This is an optimization exercise on Yosys and OpenROAD, whose aim is small area, a short achievable clock period and few clock cycles, not a production implementation. Function was checked by simulation only, so behaviour that the tests miss may differ from the original. No activity file was given, so power comes from the tool's default toggle rates.

==> flow/design.v (excerpt) <==
module framecore_tx (
    input  wire        clk,
    input  wire        rst,             
    input  wire        cmd_valid,
    output wire        cmd_ready,
    input  wire [2:0]  cmd_op,
    input  wire [6:0]  cmd_len,
    input  wire        cmd_scheme,      
    input  wire [32:0] cmd_gen,
    input  wire [7:0]  cmd_tag_start,
    input  wire [7:0]  cmd_tag_stop,
    input  wire [7:0]  cmd_tag_esc,
    input  wire        in_valid,
    output wire        in_ready,
    input  wire [7:0]  in_data,
    output wire        out_valid,
    input  wire        out_ready,
    output wire [7:0]  out_data,
    output reg         done,
    output reg  [3:0]  res_result,
    output reg  [3:0]  res_errcode,
    output reg  [31:0] res_rem,
    output reg  [7:0]  res_olen
);
    localparam OP_NOP  = 3'd0;
    localparam OP_CENC = 3'd1;
    localparam OP_CVAL = 3'd2;
    localparam OP_PENC = 3'd3;
    localparam OP_PVAL = 3'd4;
    localparam OP_STUF = 3'd5;
    localparam OP_BLD  = 3'd6;
    localparam ERR_NONE    = 3'd0;
    localparam ERR_ILLOP   = 3'd1;
    localparam ERR_RSVD    = 3'd2;
    localparam ERR_BADLEN  = 3'd3;
    localparam ERR_BADGEN  = 3'd4;
    localparam ERR_BADTAGS = 3'd5;
    localparam IDLE  = 0;
    localparam REJ   = 1;    
    localparam START = 2;    
    localparam PAY   = 3;    
    localparam VTAIL = 4;    
    localparam FIN   = 5;    
    localparam CODE  = 6;    
    localparam STOP  = 7;    
    reg  [7:0]  s;
    reg         o_stuff, o_bld, o_val, o_pval, o_emit, o_crc, o_par;
    reg  [2:0]  errc;
    reg  [6:0]  cnt;         
    reg         last;        
    reg  [31:0] R;           
    reg  [31:0] G;           
    reg  [2:0]  rk;          
  ...
==> flow/config.mk <==
export PLATFORM = sky130hd
export DESIGN_NAME = framecore_tx
export DESIGN_NICKNAME = framecore_tx
export VERILOG_FILES = /design/flow/design.v
export SDC_FILE = /design/flow/constraint.sdc
export NUM_CORES = 4
export LEC_CHECK = 0
export CAP_MARGIN = 20
export CORE_MARGIN = 2
export CORE_UTILIZATION = 40
export SETUP_SLACK_MARGIN = 1.75
export SLEW_MARGIN = 20
==> flow/constraint.sdc <==
create_clock -name core_clock -period 5.0 [get_ports {clk}]
set_input_delay 1.0000 -clock core_clock [delete_from_list [all_inputs] [get_ports {clk}]]
set_output_delay 1.0000 -clock core_clock [all_outputs]
set_load 0.01 [all_outputs]
standard.sh (not shown) runs the stock make flow with config.mk's settings and CLKGATE_MAP_FILE= SYNTH_SCRIPT=/design/flow/synth_recipe.tcl, a recipe that flattens the netlist after the stock synthesis.
==> flow/flow/run.sh <==
#!/bin/bash
set -euo pipefail
export BUFFER_PORTS_ARGS="-buffer_cell sky130_fd_sc_hd__buf_2"
bash standard.sh > standard_flow.log 2>&1
The starting point went through all stages and came out clean.
Testbench counts at the start, summed over its fixed seeds: cycles 11,556.
Then changed:
- CTS_BUF_LIST: default -> sky130_fd_sc_hd__clkbuf_4 sky130_fd_sc_hd__clkbuf_8
- SETUP_SLACK_MARGIN: 1.75 -> 1.5
What happened: Power went down by 9.6%; design area went down by 6.4%; wire length went down by 5.8%; maximum frequency went down by 1.1%; clock power went down by 17%; combinational power went down by 11%; flip-flop and latch count does not change; cell count went down by 2.0%.
Then changed:
- CORE_UTILIZATION: 40 -> 55
=> Clock power falls by about 10%. Routed wire length rises by 2.8%. Sequential power is about the same. Die area falls by 27%. Cell count is lower by 5.5%. Worst setup slack gets worse by 0.065 ns. Total power rose by 0.68%.

framecore_tx again, from the RTL that the note above started with.
export LEC_CHECK = 0
export CAP_MARGIN = 20
export CORE_MARGIN = 2
export CORE_UTILIZATION = 40
export CTS_BUF_LIST = sky130_fd_sc_hd__clkbuf_4 sky130_fd_sc_hd__clkbuf_8
export SETUP_SLACK_MARGIN = 1.5
export SLEW_MARGIN = 20
create_clock -name core_clock -period 5.0 [get_ports {clk}]
==> flow/flow/run.sh <==
#!/bin/bash
set -euo pipefail
export BUFFER_PORTS_ARGS="-buffer_cell sky130_fd_sc_hd__buf_1"
bash standard.sh > standard_flow.log 2>&1
The starting point completed without violations.
Testbench counts at the start, summed over its fixed seeds: cycles 11,556.
Edit:
==> flow/flow/run.sh (replaced) <==
#!/bin/bash
set -euo pipefail
export BUFFER_PORTS_ARGS="-buffer_cell sky130_fd_sc_hd__buf_2"
bash standard.sh > standard_flow.log 2>&1
- CORE_UTILIZATION: 40 -> 45
What happened:
- design area is about the same
- utilization increases by 5.5 points
- routed wire length went up by 0.94%
- cell count went down by 2.5%
- die area goes down by 11%
- total power shrinks by 1.2%
- worst setup slack gets better by 0.043 ns
- clock power came out lower by about 8%
- non-clock buffer count increases by 2
- fmax grows by 1.2%
- worst hold slack is about the same
Edit:
- CORE_UTILIZATION: 45 -> 40
- TNS_END_PERCENT: unset -> 10
After rerunning:
- synthesized cell count does not change
- via count falls by 0.50%
- critical path depth came out higher by 2
- fmax falls by 1.7%
- combinational power stays flat
- hold slack gains 0.022 ns
- power is higher by 1.1%
- cell count is higher by 2.8%
- global-route usage falls by 2.9 points

what the ideal ports hide:
How much do the figures lean on ideal ports? The routed layouts below were timed once more, with nothing changed but the port constraints. Step 1: set_driving_cell puts a clkbuf_16 on clk and a buf_2 on each other input, an assumption about the parent block. Step 2 also shifts input and output timing later by t, the mid clock arrival at the registers, as if the neighbouring blocks saw the same clock. Slacks: ideal / step 1 / step 2; pairs: ideal / step 1.
run | t (ns) | slack for setup (ns) | clock arrival spread, ns
the first run of note 1 | 0.494 | 1.563 / 1.515 / 1.494 | 0.015 / 0.016
the second run of note 1 | 0.524 | 1.524 / 1.481 / 1.424 | 0.019 / 0.019
the third run of note 1 | 0.520 | 1.460 / 1.410 / 1.347 | 0.027 / 0.027
the first run of note 2 | 0.542 | 1.474 / 1.431 / 1.459 | 0.025 / 0.025
the second run of note 2 | 0.521 | 1.517 / 1.471 / 1.382 | 0.019 / 0.018
the third run of note 2 | 0.534 | 1.455 / 1.427 / 1.174 | 0.020 / 0.020
After both steps every run listed still meets setup and hold. The setup slack of the third run of note 2, which loses most, moves by -0.028 ns with the drivers and by -0.281 ns with both steps.
